What follows belongs to an exercise in optimizing a design on an open flow for small area, a short achievable clock period and few clock cycles per item; a production flow would make more cautious choices.
Function was checked by simulation only, so behaviour that the tests miss may differ from the original.

Setup of v54:
==> flow/design.v <==
module gf32_mul (
    input  wire [24:0] a,
    input  wire [4:0]  b,
    output wire [4:0]  y
);
    assign y = (a[4:0]   & {5{b[0]}}) ^ (a[9:5]   & {5{b[1]}}) ^ (a[14:10] & {5{b[2]}}) ^
               (a[19:15] & {5{b[3]}}) ^ (a[24:20] & {5{b[4]}});
endmodule
module gf32_inv (
    input  wire [4:0]  a,
    output reg  [24:0] g,
    output reg  [4:0]  tau
);
    always @* begin
        case (a)
            5'd0: begin g = 25'h0000000; tau = 5'h00; end
            5'd1: begin g = 25'h0FAAD21; tau = 5'h09; end
            5'd2: begin g = 25'h12131BA; tau = 5'h08; end
            5'd3: begin g = 25'h1C2CA04; tau = 5'h1E; end
            5'd4: begin g = 25'h1A8EEA3; tau = 5'h02; end
            5'd5: begin g = 25'h0953770; tau = 5'h16; end
            5'd6: begin g = 25'h0546059; tau = 5'h13; end
            5'd7: begin g = 25'h14D1E43; tau = 5'h04; end
            5'd8: begin g = 25'h0F3782D; tau = 5'h15; end
            5'd9: begin g = 25'h11FF027; tau = 5'h19; end
            5'd10: begin g = 25'h132863B; tau = 5'h11; end
            5'd11: begin g = 25'h17C0555; tau = 5'h03; end
            5'd12: begin g = 25'h04BB8FB; tau = 5'h1A; end
            5'd13: begin g = 25'h17665F1; tau = 5'h1C; end
            5'd14: begin g = 25'h01332E2; tau = 5'h01; end
            5'd15: begin g = 25'h01539BC; tau = 5'h05; end
            5'd16: begin g = 25'h02D72C5; tau = 5'h0E; end
            5'd17: begin g = 25'h1B2094D; tau = 5'h14; end
            5'd18: begin g = 25'h02716B8; tau = 5'h0D; end
            5'd19: begin g = 25'h07C2DD0; tau = 5'h07; end
            5'd20: begin g = 25'h0799326; tau = 5'h0F; end
            5'd21: begin g = 25'h158A645; tau = 5'h10; end
            5'd22: begin g = 25'h147FF5D; tau = 5'h1F; end
            5'd23: begin g = 25'h0B4AB2C; tau = 5'h0C; end
            5'd24: begin g = 25'h0E99B1A; tau = 5'h12; end
            5'd25: begin g = 25'h1240EF6; tau = 5'h1D; end
            5'd26: begin g = 25'h1E3D7E2; tau = 5'h06; end
            5'd27: begin g = 25'h065FE2C; tau = 5'h18; end
            5'd28: begin g = 25'h0B22511; tau = 5'h0A; end
            5'd29: begin g = 25'h10399F4; tau = 5'h17; end
            5'd30: begin g = 25'h1AEE124; tau = 5'h0B; end
            5'd31: begin g = 25'h1E6EC77; tau = 5'h1B; end
            default: begin g = 25'h0; tau = 5'h0; end
        endcase
    end
endmodule
module gf32_log (
    input  wire [4:0]  a,
    output wire [30:0] m
);
    assign m[30] = (a == 5'd1);
    assign m[29] = (a == 5'd2);
    assign m[28] = (a == 5'd4);
    assign m[27] = (a == 5'd8);
    assign m[26] = (a == 5'd16);
    assign m[25] = (a == 5'd5);
    assign m[24] = (a == 5'd10);
    assign m[23] = (a == 5'd20);
    assign m[22] = (a == 5'd13);
    assign m[21] = (a == 5'd26);
    assign m[20] = (a == 5'd17);
    assign m[19] = (a == 5'd7);
    assign m[18] = (a == 5'd14);
    assign m[17] = (a == 5'd28);
    assign m[16] = (a == 5'd29);
    assign m[15] = (a == 5'd31);
    assign m[14] = (a == 5'd27);
    assign m[13] = (a == 5'd19);
    assign m[12] = (a == 5'd3);
    assign m[11] = (a == 5'd6);
    assign m[10] = (a == 5'd12);
    assign m[9] = (a == 5'd24);
    assign m[8] = (a == 5'd21);
    assign m[7] = (a == 5'd15);
    assign m[6] = (a == 5'd30);
    assign m[5] = (a == 5'd25);
    assign m[4] = (a == 5'd23);
    assign m[3] = (a == 5'd11);
    assign m[2] = (a == 5'd22);
    assign m[1] = (a == 5'd9);
    assign m[0] = (a == 5'd18);
endmodule
module flex_bch (
    input  wire        clk,
    input  wire        rst,
    input  wire        in_valid,
    output wire        in_ready,
    input  wire        in_op,
    input  wire [31:0] in_word,
    output wire        out_valid,
    input  wire        out_ready,
    output wire [31:0] out_word,
    output wire        out_ok,
    output wire [1:0]  out_nfix
);
    wire [4:0] s1, s3;
    wire [9:0] e;            
    wire xn31 = in_word[4] ^ in_word[15];
    wire xn32 = in_word[22] ^ in_word[25];
    wire xn33 = in_word[6] ^ in_word[14];
    wire xn34 = in_word[2] ^ in_word[11];
    wire xn35 = in_word[16] ^ in_word[17];
    wire xn36 = in_word[5] ^ in_word[7];
    wire xn37 = in_word[21] ^ in_word[24];
    wire xn38 = in_word[3] ^ in_word[12];
    wire xn39 = xn31 ^ xn34;
    wire xn40 = in_word[8] ^ in_word[23];
    wire xn41 = in_word[1] ^ in_word[27];
    wire xn42 = in_word[0] ^ in_word[26];
    wire xn43 = in_word[13] ^ in_word[19];
    wire xn44 = in_word[10] ^ in_word[18];
    wire xn45 = xn38 ^ xn43;
    wire xn46 = xn32 ^ xn36;
    wire xn47 = xn35 ^ xn44;
    wire xn48 = xn33 ^ xn37;
    wire xn49 = in_word[14] ^ in_word[16];
    wire xn50 = in_word[9] ^ in_word[20];
    wire xn51 = in_word[5] ^ in_word[21];
    wire xn52 = in_word[1] ^ in_word[30];
    wire xn53 = xn31 ^ xn51;
    wire xn54 = xn35 ^ xn42;
    wire xn55 = xn33 ^ xn40;
    wire xn56 = xn39 ^ xn47;
    wire xn57 = xn45 ^ xn46;
    assign s1[0] = ((((in_word[20] ^ in_word[8]) ^ xn31) ^ (xn49 ^ xn52)) ^ xn57);
    assign s1[1] = ((((in_word[0] ^ in_word[18]) ^ (in_word[29] ^ in_word[7])) ^ xn39) ^ (xn45 ^ xn48));
    assign s1[2] = ((((in_word[19] ^ in_word[28]) ^ (in_word[6] ^ in_word[7])) ^ (xn32 ^ xn40)) ^ xn56);
    assign s1[3] = ((((in_word[15] ^ in_word[22]) ^ (in_word[3] ^ in_word[9])) ^ (xn36 ^ xn41)) ^ (xn47 ^ xn48));
    assign s1[4] = ((((in_word[13] ^ in_word[2]) ^ xn50) ^ xn53) ^ (xn54 ^ xn55));
    assign s3[0] = ((((in_word[12] ^ in_word[25]) ^ xn52) ^ xn48) ^ xn56);
    assign s3[1] = ((((in_word[11] ^ in_word[27]) ^ (in_word[28] ^ in_word[4])) ^ (xn32 ^ xn37)) ^ ((xn38 ^ xn42) ^ (xn49 ^ xn50)));
    assign s3[2] = ((((in_word[15] ^ in_word[18]) ^ xn34) ^ xn54) ^ xn57);
    assign s3[3] = ((((in_word[10] ^ in_word[12]) ^ (in_word[13] ^ in_word[17])) ^ ((in_word[23] ^ in_word[26]) ^ (in_word[28] ^ in_word[29]))) ^ ((xn32 ^ xn41) ^ xn53));
    assign s3[4] = ((((in_word[0] ^ in_word[20]) ^ xn41) ^ xn39) ^ (xn46 ^ xn55));
    wire [9:0] rem;          
    wire [9:0] s = {s3, s1};
    wire xm10 = s[0] ^ s[5];
    wire xm11 = s[3] ^ xm10;
    wire xm12 = s[1] ^ s[4];
    wire xm13 = s[7] ^ s[9];
    wire xm14 = s[8] ^ xm12;
    wire xm15 = s[2] ^ s[6];
    wire xm16 = s[6] ^ xm14;
    wire xm17 = s[2] ^ s[9];
    wire xm18 = xm13 ^ xm15;
    wire xm19 = s[4] ^ xm11;
    assign rem[0] = ((s[0] ^ s[7]) ^ xm16);
    assign rem[1] = (s[1] ^ xm18);
    assign rem[2] = (xm17 ^ xm11);
    assign rem[3] = xm11;
    assign rem[4] = xm16;
    assign rem[5] = ((xm10 ^ xm17) ^ xm14);
    assign rem[6] = (xm15 ^ xm19);
    assign rem[7] = ((xm13 ^ xm11) ^ xm16);
    assign rem[8] = (xm10 ^ xm18);
    assign rem[9] = (xm13 ^ xm19);
    wire [9:0] d_hi = in_word[30:21] ^ ({rem[0], rem[1], rem[2], rem[3], rem[4], rem[5], rem[6], rem[7], rem[8], rem[9]} & {10{in_op}});
    reg        full;
    reg [30:0] word;
    assign in_ready  = !full || out_ready;
    assign out_valid = full;
    always @(posedge clk) begin
        if (rst)
            full <= 1'b0;
        else if (in_ready)
            full <= in_valid;
    end
    wire [24:0] g;
    wire [4:0]  tau;
    gf32_inv u_tab (.a(s1), .g(g), .tau(tau));
    wire [4:0] pa, pb;
    gf32_mul u_pa (.a({10'd0, g[14:0]}), .b({2'b00, s3[2:0]}), .y(pa));
    gf32_mul u_pb (.a({g[24:15], 15'd0}), .b({s3[4:3], 3'b000}), .y(pb));
    wire d_ta = ~^(tau[2:0] & s3[2:0]);
    wire d_tb = ^(tau[4:3] & s3[4:3]);
    reg       b31, op, remz, ta, tb;
    reg [4:0] ra, rb, rc;
    always @(posedge clk) begin
        if (in_ready) begin
            b31  <= in_word[31];
            op   <= in_op;
            remz <= (s1 == 5'd0 && s3 == 5'd0);
            ta   <= d_ta;
            tb   <= d_tb;
            word <= {d_hi, in_word[20:0]};
            ra   <= pa;
            rb   <= pb;
            rc   <= pb ^ s1;
        end
    end
    wire fix = !op && !(ta ^ tb);
    wire ok  = op || remz || fix;
    wire [4:0] r1 = ra ^ rc, r2 = ra ^ rb;
    wire b31_out = b31 && !ok;
    wire [30:0] m1, m2;
    gf32_log u_m1 (.a(r1), .m(m1));
    gf32_log u_m2 (.a(r2), .m(m2));
    wire [30:0] fixed = word ^ ((m1 | m2) & {31{fix}});
    assign out_word = {b31_out, fixed};
    assign out_ok   = ok;
    assign out_nfix = {fix && r1 != 5'd0, fix && r1 == 5'd0};
endmodule
clock: 8.0 ns
lec_check: 0
cap_margin: 20
core_margin: 2
core_utilization: 40
cts_buf_list: sky130_fd_sc_hd__clkbuf_4 sky130_fd_sc_hd__clkbuf_8
place_density: 0.6
setup_slack_margin: 3.5
slew_margin: 20
tns_end_percent: 30
standard.sh (not shown) runs the stock make flow with config.mk's settings and CLKGATE_MAP_FILE= SYNTH_SCRIPT=/design/flow/synth_recipe.tcl, a recipe that flattens the netlist after the stock synthesis.
==> flow/flow/run.sh <==
#!/bin/bash
# Layout: the standard flow (ORFS synthesis, floorplan, power grid, place, CTS,
# route) with two changes:
#  - the half/full adder cells and the 3-input XOR/XNOR cells are added to the
#    platform's don't-use list, so Yosys's adder extraction leaves the XOR logic to
#    ABC, which maps it into faster 2-input gates;
#  - the port buffers are buf_2 cells instead of the delay cells buffer_ports picks.
# Registers are untouched: same names and cell types as the standard synthesis.
# ORFS writes each step's log to orfs/logs/; make's output goes to standard.log.
set -euo pipefail
export BUFFER_PORTS_ARGS="-buffer_cell sky130_fd_sc_hd__buf_2"
PLATFORM_DONT_USE=$(make -s -C "$FLOW_HOME" DESIGN_CONFIG="$PWD/config.mk" WORK_HOME="$PWD/orfs_q" print-DONT_USE_CELLS 2>/dev/null | sed -n 's/^DONT_USE_CELLS *: *//p')
rm -rf orfs_q
EXTRA=""
for c in ha_1 ha_2 ha_4 fa_1 fa_2 fa_4 xor3_1 xor3_2 xor3_4 xnor3_1 xnor3_2 xnor3_4; do
  EXTRA="$EXTRA sky130_fd_sc_hd__$c"
done
echo "DONT_USE_CELLS=$PLATFORM_DONT_USE$EXTRA" > dont_use.log
bash standard.sh "DONT_USE_CELLS=$PLATFORM_DONT_USE$EXTRA" finish > standard.log 2>&1
Testbench counts of v54, summed over its fixed seeds: cycles 4,808, items 4,800.
Input-level comparison between v22 and v54:
Settings: PLACE_DENSITY changed from 0.6 to 0.7; TNS_END_PERCENT removed (was 30); CORE_UTILIZATION changed from 40 to 50.
--- a/flow/flow/run.sh
+++ b/flow/flow/run.sh
@@ -11 +11,2 @@
-export BUFFER_PORTS_ARGS="-buffer_cell sky130_fd_sc_hd__buf_2"
+export BUFFER_PORTS_ARGS="-inputs -buffer_cell sky130_fd_sc_hd__buf_2"
+export POST_GLOBAL_PLACE_TCL="$PWD/flow/post_gpl.tcl"
==> flow/flow/post_gpl.tcl (new file) <==
# Buffer the output ports with buf_1 cells (the inputs got buf_2 cells from
# global_place.tcl's buffer_ports -inputs call).
log_cmd buffer_ports -outputs -buffer_cell sky130_fd_sc_hd__buf_1
==> notes.md <==
- v22 has completed all stages; timing, DRC and antenna checks passed.
- v22 vs. v54: met3 usage stayed essentially flat; height of the die fell by 12 um; total routing resource utilization after global routing rose by 4.8 points; post-layout utilization of the core rose by 11 points.
- Against v54, v22 comes in 0.055 ns higher on post-route worst setup slack.
- Summary: worst hold slack, v22 better than v54
- v54 → v22: total routed wirelength fell by about 2.2%; minimum clock period lower.
Inputs modified between v22 and v7:
Settings: TNS_END_PERCENT now 0, previously not set; CORE_UTILIZATION now 40, was 50; PLACE_DENSITY now 0.6, was 0.7.
--- a/flow/flow/run.sh
+++ b/flow/flow/run.sh
@@ -11,2 +11 @@
-export BUFFER_PORTS_ARGS="-inputs -buffer_cell sky130_fd_sc_hd__buf_2"
-export POST_GLOBAL_PLACE_TCL="$PWD/flow/post_gpl.tcl"
+export BUFFER_PORTS_ARGS="-buffer_cell sky130_fd_sc_hd__buf_2"
removed: flow/flow/post_gpl.tcl
==> comparison <==
First-iteration DRC count grows by a little under 10% when moving from v22 to v7. Of the two values seen for slowest cell on the critical path, sky130_fd_sc_hd__xnor2_1 was produced by v22 and sky130_fd_sc_hd__xnor2_2 by v7. Taking v22 as the reference, in v7 site row count now larger; total wire length after detailed routing now larger.

-- separate check: timing with driven ports --
How much do the figures lean on ideal ports? The routed layouts below were timed once more, with nothing changed but the port constraints.
Step 1 sets driving cells, clkbuf_16 on the clock port and buf_2 on the other inputs (assumed; they add their load-dependent delay and slew).
Step 2 also shifts input and output timing later by t, the mid clock arrival at the registers, as if the neighbouring blocks saw the same clock.
Slacks: ideal ports / drivers / drivers and shift; pairs: ideal ports / drivers.
| run | t, ns | setup slack, ns | worst setup path after step 2 | latest minus earliest clock arrival (ns) | worst register clock-pin slew, ns |
|---|---|---|---|---|---|
| v54 | 0.328 | 3.507 / 3.517 / 3.189 | input to register | 0.015 / 0.016 | 0.09 / 0.09 |
| v22 | 0.329 | 3.562 / 3.571 / 3.242 | input to register | 0.014 / 0.014 | 0.10 / 0.10 |
| v7 | 0.329 | 3.469 / 3.480 / 3.151 | input to register | 0.016 / 0.015 | 0.09 / 0.09 |
After both steps setup and hold are still met in every run listed. For v22, which loses most, drivers alone change the setup slack by +0.009 ns; drivers and shift together by -0.320 ns.
